This design comes from an exercise in tuning for small area on the open sky130 flow, not from production work. Function was checked by simulation only, so behaviour that the tests miss may differ from the original. Power and IR drop assume default switching activity.

$ cat flow/run.sh
#!/bin/bash
# Own layout flow: the standard synthesis; an area re-mapping of its
# combinational logic with several ABC scripts, keeping the smallest result
# (registers untouched); then the standard layout with the smallest buffer on
# the ports.
set -euo pipefail
W=$(pwd)
R=$W/orfs/results/$FLOW_PLATFORM/hoper_core/base
LIB=$FLOW_HOME/platforms/$FLOW_PLATFORM/lib/sky130_fd_sc_hd__tt_025C_1v80.lib

bash standard.sh synth > $W/log_synth.txt 2>&1
cp $R/1_2_yosys.v $W/std_1_2_yosys.v

remap() {
  local s=$1 n
  n=$(basename $s .abc)
  REMAP_LIB=$LIB REMAP_IN=$W/std_1_2_yosys.v REMAP_OUT=$W/$n.v REMAP_ABC=$s \
    timeout 900 yosys -c $W/flow/remap.tcl > $W/log_$n.txt 2>&1 || rm -f $W/$n.v.after.txt
}
# two waves of four, so that each run gets a CPU of its own
n=0
for s in $W/flow/remap*.abc; do
  remap $s &
  n=$((n + 1))
  if (( n % 4 == 0 )); then wait; fi
done
wait

best=""; best_area=""
for s in $W/flow/remap*.abc; do
  n=$(basename $s .abc)
  [[ -f $W/$n.v.after.txt ]] || continue
  a=$(grep 'Chip area' $W/$n.v.after.txt | awk '{print $NF}')
  echo "$n $a" >> $W/remap_areas.txt
  if [[ -z "$best" ]] || awk -v a=$a -v b=$best_area 'BEGIN{exit !(a<b)}'; then
    best=$n; best_area=$a
  fi
done
echo "chosen $best $best_area" >> $W/remap_areas.txt
cp $W/$best.v $R/1_2_yosys.v
touch $R/1_2_yosys.v

export BUFFER_PORTS_ARGS="-buffer_cell sky130_fd_sc_hd__buf_1"
# the standard clock tree settings with clusters of clkbuf_8, without dummy loads
export CTS_ARGS="-sink_clustering_enable -repair_clock_nets -sink_clustering_size 15 -sink_clustering_max_diameter 60 -dont_use_dummy_load -buf_list sky130_fd_sc_hd__clkbuf_8"
bash standard.sh finish > $W/log_finish.txt 2>&1
$ cat flow/remap.tcl
# Re-map the combinational logic of the standard synthesis netlist for area.
# Flip-flops (and tie cells) are kept as they are: same instances, names and cells.
yosys -import
set lib $::env(REMAP_LIB)
read_liberty -ignore_miss_func $lib
read_verilog $::env(REMAP_IN)
hierarchy -top $::env(FLOW_TOP)
blackbox sky130_fd_sc_hd__*df* sky130_fd_sc_hd__conb_1
flatten -noscopeinfo
yosys rename -hide w:*.*
opt_clean -purge
tee -o $::env(REMAP_OUT).before.txt stat -liberty $lib
abc -script $::env(REMAP_ABC) -liberty $lib -dont_use sky130_fd_sc_hd__lpflow_* -dont_use sky130_fd_sc_hd__probe*
opt_clean -purge
hilomap -singleton -hicell sky130_fd_sc_hd__conb_1 HI -locell sky130_fd_sc_hd__conb_1 LO
insbuf -buf sky130_fd_sc_hd__buf_1 A X
splitnets
opt_clean -purge
check
tee -o $::env(REMAP_OUT).after.txt stat -liberty $lib
write_verilog -noattr -nohex -nodec $::env(REMAP_OUT)
$ cat flow/remap1.abc
&get -n
&st
&dch
&nf -R 1000
&put
$ cat flow/remap2.abc
&get -n
&st
&dch
&nf -R 1000
&put
&get -n
&st
&dch
&nf -R 1000
&put
$ cat flow/remap4.abc
&get -n
&st
&dc2
&dch -f
&nf -R 1000 -a
&put
$ cat flow/remap5.abc
&get -n
&st
&dch
&nf -R 1000 -p -C 32 -F 8
&put
$ cat flow/remap_ds0.abc
&get -n
&st
&deepsyn -T 60 -S 0
&dch
&nf -R 1000
&put
$ cat flow/remap_ds1.abc
&get -n
&st
&deepsyn -T 60 -S 1
&dch
&nf -R 1000
&put
$ cat flow/remap_ds1a.abc
&get -n
&st
&deepsyn -T 60 -S 1
&dch -f
&nf -R 2000 -a
&put
$ cat flow/remap_ds1l.abc
&get -n
&st
&deepsyn -T 150 -S 1
&dch
&nf -R 1000
&put
$ cat flow/remap_ds2.abc
&get -n
&st
&deepsyn -T 60 -S 2
&dch
&nf -R 1000
&put
$ cat flow/remap_dsp0.abc
&get -n
&st
&deepsyn -T 60 -S 0
&dch
&nf -R 1000 -p -C 32 -F 8
&put
$ cat flow/remap_dsp1.abc
&get -n
&st
&deepsyn -T 60 -S 1
&dch
&nf -R 1000 -p -C 32 -F 8
&put
$ cat flow/remap_dsp2.abc
&get -n
&st
&deepsyn -T 60 -S 2
&dch
&nf -R 1000 -p -C 32 -F 8
&put
$ cat flow/remap_dsp3.abc
&get -n
&st
&deepsyn -T 60 -S 3
&dch
&nf -R 1000 -p -C 32 -F 8
&put
$ cat standard.sh
#!/bin/bash
# synth_recipe.tcl (not shown) runs the flow's synth.tcl, then flattens the netlist and writes it again
# the make line also repeats each setting of config.mk as NAME=value (left out here)
make -C /OpenROAD-flow-scripts/flow DESIGN_CONFIG=/design/flow/config.mk WORK_HOME=/design/flow/orfs CLKGATE_MAP_FILE= SYNTH_SCRIPT=/design/flow/synth_recipe.tcl "${@:-finish}"
$ cat config.mk
export PLATFORM = sky130hd
export DESIGN_NAME = hoper_core
export DESIGN_NICKNAME = hoper_core
export VERILOG_FILES = /design/flow/design.v
export SDC_FILE = /design/flow/constraint.sdc
export NUM_CORES = 4
export LEC_CHECK = 0
export CAP_MARGIN = 0
export CORE_MARGIN = 2
export CORE_UTILIZATION = 70
export CTS_BUF_LIST = sky130_fd_sc_hd__clkbuf_8
export CTS_CLUSTER_DIAMETER = 60
export CTS_CLUSTER_SIZE = 15
export SLEW_MARGIN = 0
$ cat constraint.sdc
create_clock -name core_clock -period 10.0 [get_ports {clk}]
set_input_delay 2.0000 -clock core_clock [delete_from_list [all_inputs] [get_ports {clk}]]
set_output_delay 2.0000 -clock core_clock [all_outputs]
set_load 0.01 [all_outputs]
$ cat design.v
module hoper_core (
    input             clk,
    input             rst,
    input             op_we,
    input      [3:0]  op_in,
    input      [7:0]  b_in,
    input      [7:0]  cmd_in,
    input      [7:0]  seq_in,
    input      [8:0]  n_in,
    input             dev_found,
    input             cfg_we,
    input      [3:0]  cfg_addr,
    input      [31:0] cfg_wdata,
    input             din_valid,
    input      [7:0]  din,
    output            din_ready,
    output            tx_valid,
    output     [7:0]  tx_data,
    output            tx_last,
    input             tx_ready,
    output            t_req,
    output     [2:0]  t_call,
    output     [31:0] t_baud,
    output            t_dtr,
    output            t_rts,
    input             t_ack,
    input             t_fault,
    input      [6:0]  t_rxcnt,
    input             ms_tick,
    output            busy,
    output            done,
    output     [2:0]  result,
    output     [3:0]  op_o,
    output     [15:0] crc_o,
    output     [7:0]  seq_o,
    output     [8:0]  pktlen_o,
    output            valid_o,
    output     [6:0]  rxcnt_o,
    output     [3:0]  nb_o,
    output            lc_valid_o,
    output     [31:0] lc_baud_o,
    output            lc_dtr_o,
    output            lc_rts_o,
    output     [6:0]  resp_o,
    output     [2:0]  nsent_o
);
    localparam [2:0] R_OK    = 3'd0,
                     R_NODEV = 3'd1,
                     R_NOCFG = 3'd3,
                     R_TFLT  = 3'd4,
                     R_LEN   = 3'd5,
                     R_ILL   = 3'd6;
    localparam [4:0]
        S_W1    = 5'b00000,    
        S_FIN   = 5'b00001,
        S_VW    = 5'b00010,
        S_BW    = 5'b00011,
        S_RW    = 5'b00100,
        S_VL    = 5'b00101,    
        S_VH    = 5'b00110,
        S_IDLE  = 5'b00111,    
        S_DS    = 5'b01000,
        S_DN    = 5'b01001,
        S_DA    = 5'b01010,
        S_SS    = 5'b01011,
        S_SET   = 5'b01100,
        S_DLY   = 5'b01101,
        S_CKV   = 5'b01111,    
        S_H0    = 5'b10000,
        S_H1    = 5'b10001,
        S_H2    = 5'b10010,
        S_H3    = 5'b10011,
        S_DO    = 5'b10100,
        S_CL    = 5'b10101,
        S_CH    = 5'b10110,
        S_DI    = 5'b10111,
        S_TX    = 5'b11000,
        S_OPEN  = 5'b11001,
        S_LINES = 5'b11010,
        S_FLUSH = 5'b11011,
        S_WRITE = 5'b11100,
        S_READ  = 5'b11101,
        S_CLOSE = 5'b11110,
        S_ADV   = 5'b11111;
    function [15:0] crc_byte;
        input [15:0] c;
        input [7:0]  b;
        integer i;
        reg [15:0] r;
        begin
            r = c ^ {8'h00, b};
            for (i = 0; i < 8; i = i + 1)
                r = r[0] ? ((r >> 1) ^ 16'h8408) : (r >> 1);
            crc_byte = r;
        end
    endfunction
    reg [4:0]  st;
    reg [3:0]  op_r;
    reg        done_r;
    reg [2:0]  result_r;
    reg [15:0] crc;
    reg [6:0]  seq;
    reg [8:0]  pktlen;
    reg        valid_r;
    reg [6:0]  rxcnt;
    reg [3:0]  nb;
    reg [31:0] tab0, tab1, tab2, tab3, tab4, tab5, tab6, tab7;
    reg        lc_valid, lc_dtr, lc_rts;
    reg [31:0] lc_baud;
    wire [6:0] resp;
    reg [2:0]  nsent;
    reg [8:0]  cnt;      
    reg [4:0]  idx;      
    reg        sph;      
    reg        fl;       
    wire [7:0] bb = {idx, fl, sph, result_r[0]};
    wire idle   = (st == S_IDLE);
    wire start  = idle & op_we & (op_in != 4'd0);
    wire cfg_ok = cfg_we & idle;
    wire ack_ok = t_ack & ~t_fault;
    wire cnt_z  = (cnt == 9'd0);
    wire cnt_1  = (cnt == 9'd1);
    wire ckv_end = (cnt[8:1] == 8'd0) & (cnt[0] == op_r[2]);
    assign busy       = ~idle;
    assign done       = done_r;
    assign result     = result_r;
    assign op_o       = op_r;
    assign crc_o      = crc;
    assign seq_o      = {1'b1, seq};
    assign pktlen_o   = pktlen;
    assign valid_o    = valid_r;
    assign rxcnt_o    = rxcnt;
    assign nb_o       = nb;
    assign lc_valid_o = lc_valid;
    assign lc_baud_o  = lc_baud;
    assign lc_dtr_o   = lc_dtr;
    assign lc_rts_o   = lc_rts;
    assign resp_o     = resp;
    assign nsent_o    = nsent;
    assign din_ready = (st == S_CKV & ~ckv_end) |
                       st == S_VL | st == S_VH | st == S_DI;
    assign tx_valid = (st[4:3] == 2'b10) & (st[2:0] != 3'b111);
    assign tx_last  = (st == S_CH);
    reg  [7:0] cmdtab;
    always @(*) begin
        case (nsent)
            3'd0:    cmdtab = 8'h11;
            3'd1:    cmdtab = 8'h05;
            3'd2:    cmdtab = 8'h0A;
            default: cmdtab = 8'h07;
        endcase
    end
    reg [7:0] txb;
    always @(*) begin
        case (st[2:0])
            3'd0:    txb = 8'h7F;
            3'd1:    txb = op_r[3] ? {5'b10000, sph ? nsent : 3'd0} : bb;
            3'd2:    txb = cnt[7:0] + 8'd1;
            3'd3:    txb = op_r[3] ? (sph ? cmdtab : {3'b000, ~fl, 4'b0001}) : pktlen[7:0];
            3'd4:    txb = bb;
            3'd5:    txb = crc[7:0];
            3'd6:    txb = crc[15:8];
            default: txb = (st[4:3] == 2'b00) ? b_in : din;
        endcase
    end
    assign tx_data = txb;
    assign t_req  = (st[4:3] == 2'b11) & (st[2:0] != 3'd0) & (st[2:0] != 3'd7);
    assign t_call = st[2:0];
    reg  [7:0] tv;
    wire [7:0] bdec = {8{~sph}} & (8'd1 << idx[4:2]);
    wire [7:0] bsel = bdec & tv;
    wire [7:0] bdef = bdec & ~tv;
    wire [31:0] tbaud = ({32{bsel[0]}} & tab0) | ({32{bsel[1]}} & tab1) |
                        ({32{bsel[2]}} & tab2) | ({32{bsel[3]}} & tab3) |
                        ({32{bsel[4]}} & tab4) | ({32{bsel[5]}} & tab5) |
                        ({32{bsel[6]}} & tab6) | ({32{bsel[7]}} & tab7) |
                        ({32{sph}} & lc_baud) |
                        ({32{bdef[0]}} & 32'd9600)  | ({32{bdef[1]}} & 32'd19200) |
                        ({32{bdef[2]}} & 32'd38400) | ({32{bdef[3]}} & 32'd115200);
    assign t_baud = tbaud;
    assign t_dtr  = idx[0];
    assign t_rts  = idx[1];
    wire tab_we = cfg_ok & ~cfg_addr[3];
    always @(posedge clk) if (tab_we & cfg_addr[2:0] == 3'd0) tab0 <= cfg_wdata;
    always @(posedge clk) if (tab_we & cfg_addr[2:0] == 3'd1) tab1 <= cfg_wdata;
    always @(posedge clk) if (tab_we & cfg_addr[2:0] == 3'd2) tab2 <= cfg_wdata;
    always @(posedge clk) if (tab_we & cfg_addr[2:0] == 3'd3) tab3 <= cfg_wdata;
    always @(posedge clk) if (tab_we & cfg_addr[2:0] == 3'd4) tab4 <= cfg_wdata;
    always @(posedge clk) if (tab_we & cfg_addr[2:0] == 3'd5) tab5 <= cfg_wdata;
    always @(posedge clk) if (tab_we & cfg_addr[2:0] == 3'd6) tab6 <= cfg_wdata;
    always @(posedge clk) if (tab_we & cfg_addr[2:0] == 3'd7) tab7 <= cfg_wdata;
    always @(posedge clk)
        if (rst)
            tv <= 8'd0;
        else if (tab_we)
            tv <= tv | (8'd1 << cfg_addr[2:0]);
    always @(posedge clk)
        if (rst)
            nb <= 4'd4;
        else if (cfg_ok && cfg_addr == 4'd8 && cfg_wdata <= 32'd8)
            nb <= cfg_wdata[3:0];
    always @(posedge clk)
        if (rst | (st == S_DA))
            lc_baud <= rst ? 32'd0 : tbaud;
    wire resp_clr = (st == S_SET) & cnt_z & sph;
    wire resp_wr  = (st == S_READ) & ack_ok & sph;
    wire resp_d   = ~rst & ~resp_clr & (t_rxcnt != 7'd0);
    reg  [6:0] resp_q;
    integer k;
    always @(posedge clk)
        for (k = 0; k < 7; k = k + 1)
            if (rst | resp_clr | (resp_wr & nsent == k))
                resp_q[k] <= resp_d;
    assign resp = resp_q;
    wire [15:0] crc_nx = crc_byte(crc, txb);
    wire        txb_eq = (din == txb);
    wire [5:0] idx_nx  = {1'b0, idx} + 6'd1;
    wire [2:0] nsent_nx = nsent + 3'd1;
    wire       rx_nz   = (t_rxcnt != 7'd0);
    always @(posedge clk) begin
        if (rst) begin
            st       <= S_IDLE;
            op_r     <= 4'd0;
            done_r   <= 1'b0;
            result_r <= R_OK;
            crc      <= 16'hFFFF;
            seq      <= 7'd0;
            pktlen   <= 9'd0;
            valid_r  <= 1'b0;
            rxcnt    <= 7'd0;
            lc_valid <= 1'b0;
            lc_dtr   <= 1'b0;
            lc_rts   <= 1'b0;
            nsent    <= 3'd0;
        end else begin
            case (st)
            S_IDLE: begin
                if (op_we) begin
                    op_r <= op_in;
                    if (op_in != 4'd0) begin
                        done_r <= 1'b0;
                        result_r <= R_OK;
                        case (op_in)
                            4'h1: begin crc <= 16'hFFFF; st <= S_W1; end
                            4'h2: begin crc <= crc_nx;   st <= S_W1; end
                            4'h3: begin crc <= 16'hFFFF; cnt <= n_in; st <= S_CKV; end
                            4'h4: begin
                                if (n_in[8] | (&n_in[7:0])) begin
                                    result_r <= R_LEN;
                                    st <= S_W1;
                                end else begin
                                    crc    <= 16'hFFFF;
                                    cnt    <= n_in;
                                    {idx, fl, sph} <= seq_in[7:1];
                                    result_r <= {2'b00, seq_in[0]};
                                    pktlen <= {1'b0, cmd_in};    
                                    st     <= S_BW;
                                end
                            end
                            4'h5: begin crc <= 16'hFFFF; cnt <= n_in; st <= S_VW; end
                            4'h6: begin seq <= 7'd0; st <= S_W1; end
                            4'h7: begin seq <= seq + 7'd1; st <= S_W1; end
                            4'h8: begin sph <= 1'b0; st <= S_DS; end
                            4'h9: begin
                                sph      <= 1'b1;
                                idx[1:0] <= {lc_rts, lc_dtr};
                                st       <= S_SS;
                            end
                            4'hA: begin
                                sph <= 1'b0;
                                if (dev_found) begin
                                    st <= S_RW;
                                end else begin
                                    result_r <= R_NODEV;
                                    st <= S_W1;
                                end
                            end
                            default: begin result_r <= R_ILL; st <= S_W1; end
                        endcase
                    end
                end
            end
            S_W1: st <= S_FIN;
            S_FIN: begin
                done_r <= 1'b1;
                st     <= S_IDLE;
            end
            S_CKV: begin
                if (ckv_end)
                    st <= op_r[2] ? S_VL : S_FIN;
                else if (din_valid) begin
                    crc <= crc_nx;
                    cnt <= cnt - 9'd1;
                end
            end
            S_VW: begin
                if (cnt[8:1] == 8'd0) begin
                    valid_r <= 1'b0;
                    st      <= S_FIN;
                end else begin
                    cnt <= cnt - 9'd1;
                    st  <= S_CKV;
                end
            end
            S_VL: begin
                if (din_valid) begin
                    valid_r <= txb_eq;
                    st      <= S_VH;
                end
            end
            S_VH: begin
                if (din_valid) begin
                    valid_r <= valid_r & txb_eq;
                    st      <= S_FIN;
                end
            end
            S_BW: st <= S_H0;
            S_H0, S_H1: begin
                if (tx_ready) begin
                    crc <= crc_nx;
                    st  <= st + 5'd1;
                end
            end
            S_H2: begin
                if (tx_ready) begin
                    crc <= crc_nx;
                    st  <= S_H3;
                end
            end
            S_H3: begin
                if (tx_ready) begin
                    crc    <= crc_nx;
                    pktlen <= {1'b0, cnt[7:0]} + 9'd6;
                    st  <= cnt_z ? S_CL : S_DI;
                end
            end
            S_DI: begin
                if (din_valid) begin
                    {idx, fl, sph, result_r[0]} <= din;
                    crc <= crc_nx;
                    st  <= S_DO;
                end
            end
            S_DO: begin
                if (tx_ready) begin
                    cnt <= cnt - 9'd1;
                    st  <= cnt_1 ? S_CL : S_DI;
                end
            end
            S_CL: if (tx_ready) st <= S_CH;
            S_CH: begin
                if (tx_ready) begin
                    if (!op_r[3])
                        result_r <= R_OK;
                    st <= op_r[3] ? S_WRITE : S_FIN;
                end
            end
            S_RW: st <= S_DS;
            S_DS: begin
                lc_valid <= 1'b0;
                idx      <= 5'd0;
                if (nb == 4'd0) begin
                    result_r <= R_NOCFG;
                    st       <= S_FIN;
                end else
                    st <= S_OPEN;
            end
            S_DN: begin
                if (idx_nx[5:2] < nb) begin
                    idx <= idx_nx[4:0];
                    st  <= S_OPEN;
                end else begin
                    result_r <= R_NOCFG;
                    st       <= S_FIN;
                end
            end
            S_DA: begin
                lc_dtr   <= idx[0];
                lc_rts   <= idx[1];
                lc_valid <= 1'b1;
                if (op_r[1]) begin
                    sph <= 1'b1;
                    st  <= S_SS;
                end else
                    st <= S_FIN;
            end
            S_SS: begin
                if (!lc_valid) begin
                    result_r <= R_NOCFG;
                    st       <= S_FIN;
                end else
                    st <= S_OPEN;
            end
            S_SET: begin
                if (cnt_z) begin
                    if (sph) begin
                        seq   <= 7'd0;
                        nsent <= 3'd0;
                        st    <= S_TX;
                    end else
                        st <= S_FLUSH;
                end else if (ms_tick)
                    cnt <= cnt - 9'd1;
            end
            S_DLY: begin
                if (cnt_z)
                    st <= S_READ;
                else if (ms_tick)
                    cnt <= cnt - 9'd1;
            end
            S_TX: begin
                crc    <= 16'hFFFF;
                st     <= S_H0;
            end
            S_ADV: begin
                nsent <= nsent_nx;
                seq   <= seq + 7'd1;
                if (nsent_nx == 3'd7 || (nsent_nx == 3'd4 && !resp[3]))
                    st <= S_CLOSE;
                else
                    st <= S_TX;
            end
            S_OPEN: begin
                if (t_ack) begin
                    fl <= 1'b0;
                    if (t_fault) begin
                        if (sph) result_r <= R_TFLT;
                        st <= sph ? S_FIN : S_DN;
                    end else
                        st <= S_LINES;
                end
            end
            S_LINES: begin
                if (t_ack) begin
                    if (t_fault) begin
                        if (sph) result_r <= R_TFLT;
                        st <= S_CLOSE;
                    end else begin
                        cnt <= 9'd500;
                        st  <= S_SET;
                    end
                end
            end
            S_FLUSH: begin
                if (t_ack) begin
                    if (t_fault) begin
                        fl <= 1'b0;
                        st <= S_CLOSE;
                    end else begin
                        crc    <= 16'hFFFF;
                        st     <= S_H0;
                    end
                end
            end
            S_WRITE: begin
                if (t_ack) begin
                    if (t_fault) begin
                        if (sph) result_r <= R_TFLT;
                        fl <= 1'b0;
                        st <= S_CLOSE;
                    end else if (sph) begin
                        cnt <= 9'd500;
                        st  <= S_DLY;
                    end else
                        st <= S_READ;
                end
            end
            S_READ: begin
                if (t_ack) begin
                    if (t_fault) begin
                        if (sph) result_r <= R_TFLT;
                        fl <= 1'b0;
                        st <= S_CLOSE;
                    end else begin
                        rxcnt <= t_rxcnt;
                        if (sph) begin
                            st <= S_ADV;
                        end else begin
                            fl <= ~fl | rx_nz;
                            st <= (fl | rx_nz) ? S_CLOSE : S_FLUSH;
                        end
                    end
                end
            end
            S_CLOSE: begin
                if (t_ack)
                    st <= sph ? S_FIN : (fl ? S_DA : S_DN);
            end
            default: st <= S_IDLE;
            endcase
        end
    end
endmodule
==> flow_metrics.env <==
export IMPL_outcome="complete, no violations"
export IMPL_drtPass1Iterations=11
export IMPL_grt_pass1_vias=12800
export IMPL_drv_slew=0
export IMPL_vdd_ir_drop_max_uv=159
export IMPL_period_needed_ps=7080
export IMPL_antenna_cells=0
export IMPL_finalHoldViolCount=0
export IMPL_dieHeight_microns=154
export IMPL_root_buffer="clkbuf_8"
export IMPL_syn_avg_cell_area_sq_um=13.1
export IMPL_post_route_drc_count=0
export IMPL_synth_nets=1305
export IMPL_viasPerCell=7.50
export IMPL_wl_mm=51.0
export IMPL_die_width_microns=154
export IMPL_netlist_area_sq_um=15800
export IMPL_r2r_setup_slack_ps=4210
export IMPL_cts_buffers=30
export IMPL_postCtsSetupBuffers=0
export IMPL_worstPathRequired_ps=8000
export IMPL_rsz0062_at_grt="false"
export IMPL_max_clock_freq_mhz=141
export IMPL_ff2ff_path_depth=7
export IMPL_core_area_sq_um=22000
export IMPL_holdPathEnd="pktlen[8]"
export IMPL_tightest_slew_ps=1320
export IMPL_fin_tns_setup_ps=0
export IMPL_clkTransAtPathRegs_ps=90
export IMPL_cap_violations=0
export IMPL_grt_max_degree=69
export IMPL_numPortBuffers=244
export IMPL_critPathKind="flip-flop to output port"
export IMPL_arrival_ps=5080
export IMPL_max_slew_margin_rel=0.121
export IMPL_synth_warnings=1
export IMPL_fin_skew_ps=108
export IMPL_initial_core_util=0.718
export IMPL_hp_class="flip-flop to flip-flop"
export IMPL_place_congestion=1.03
export IMPL_syn_inst=1207
export IMPL_endpoint_kind="output port"
export IMPL_nNetsFinal=1605
export IMPL_antenna_found_initial=1
export IMPL_vias=13400
export IMPL_clockBufferDepth=3
export IMPL_r2r_start="st[0]"
export IMPL_tritoncts="yes"
export IMPL_crit_fanout=28
export IMPL_cp_start_kind="flip-flop"
export IMPL_cts_sinks=382
export IMPL_syn2layout_area_growth_pct=12.4
export IMPL_hold_depth=2
export IMPL_fin_crit_sh=0.708
export IMPL_overflow=0
export IMPL_power_density_nw_per_um2=224
export IMPL_cts_resized=0
export IMPL_clock_latency_ps=650
export IMPL_final_util=0.807
export IMPL_setup_violations=0
export IMPL_grt_pass1_wl_mm=76.4
export IMPL_globalRouteTotalUtil=0.425
export IMPL_hp_start="pktlen[8]"
export IMPL_htree_levels=1
export IMPL_dieArea_sq_um=23700
export IMPL_p_leak_nw=5.59
export IMPL_dp_hpwl_mm=32.1
export IMPL_drtAntennaViolNets=0
export IMPL_initialDrtViolationCount=2606
export IMPL_holdBufCountCts=0
export IMPL_wire_per_inst_microns=28.6
export IMPL_regToRegEndpoint="tab7[30]"
export IMPL_drive_gt1_frac=0.0492
export IMPL_num_rows=54
export IMPL_io_pins=246
[per-layer routing]
| metal | global-route usage | vias up | share of wire | wire, microns |
|---|---|---|---|---|
| met3 | 0.0910 | 267 | 0.15 | 7660 |
| li1 | - | 5496 | - | - |
| met4 | 0.200 | 2 | 0.055 | 2810 |
| met2 | 0.688 | 1471 | 0.47 | 23800 |
| met5 | 0 | - | 0.00025 | 13 |
| met1 | 0.558 | 6159 | 0.33 | 16700 |
[registers in the layout, summed over array words and instances (netlist names), 7 cells and up]
name     count
lc_baud     32
tab0        32
tab1        32
tab2        32
tab3        32
tab4        32
tab5        32
tab6        32
tab7        32
crc         16
cnt          9
pktlen       9
tv           8
resp_q       7
rxcnt        7
seq          7
[through the flow]
step                hold slack (ps)  instance area, sq um  total power, mW  cells  setup slack (ps)
floorplan                       432                 15800             2.72   1207              4670
global placement                441                 17300             3.18   1755              3980
detailed placement              450                 17300             3.19   1755              3710
CTS                             473                 17700             3.89   1785              3160
global route                    500                 17700             4.08   1785              2610
finish                          471                 17700             3.96   1785              2920
[cell type report]
class | instances | area, sq um
Tap cell | 280 | 350
Fill cell | 1194 | 4240
Sequential cell | 382 | 10800
Clock buffer | 30 | 413
Timing Repair Buffer | 274 | 1140
Multi-Input combinational cell | 800 | 4980
Inverter | 19 | 71.3
[layout by cell type (no fill, tap or decap), drive strengths merged, types with 12 or more instances in the layout]
cell,instances
a221o,13
buf,273
a22o,27
nor2,111
dfxtp,71
a31oi,18
nor2b,30
xnor2,21
nor4,17
a22oi,30
a222oi,61
nand4,14
a21oi,78
o21ai,46
clkbuf,31
nand2b,26
nand3,47
o22ai,12
nand2,78
edfxtp,311
nor3,39
a221oi,13
clkinv,19
[report_power, final]
group          leakage, nW  internal (mW)  switching, mW
logic                 1.95          0.408          0.845
clock network        0.216          0.267          0.466
registers             3.42           1.83          0.148
total                 5.59           2.51           1.46
[worst max-delay path: stages, from the launching register on]
cell and delay, ps:
dfxtp_1 950, and2_0 530, nand2_1 310, nor3_1 600
clkinv_1 810, o22ai_1 430, a21oi_1 70, a221oi_1 530
clkinv_1 130, buf_1 150
[how the worst max path moves through the flow]
stage | end | from | cells past startpoint
floorplan | t_baud[23] | sph | 5
global placement | tx_data[3] | st[0] | 9
detailed placement | tx_data[3] | st[0] | 9
CTS | tx_data[3] | st[0] | 9
global route | tx_data[3] | st[0] | 9
finish | tx_data[3] | st[0] | 9

[afterwards: timing with drivers on the ports]
Ports are ideal in the flow. The routed layout listed here was re-timed in OpenROAD.
Step 1, drivers: a clkbuf_16 drives clk and a buf_2 each remaining input, both assumed.
Step 2 also shifts input and output timing later by t, the mid clock arrival at the registers, as if the neighbouring blocks saw the same clock.
a / b / c = ideal / step 1 / step 2; a / b = the first two.
t, ns: 0.646
setup slack, ns: 2.918 / 2.869 / 3.515
clock arrival spread, ns: 0.109 / 0.108
worst register clock-pin slew, ns: 0.10 / 0.10
After both steps setup and hold are still met in this run. For this run, drivers alone change the setup slack by -0.049 ns; drivers and shift together by +0.597 ns.
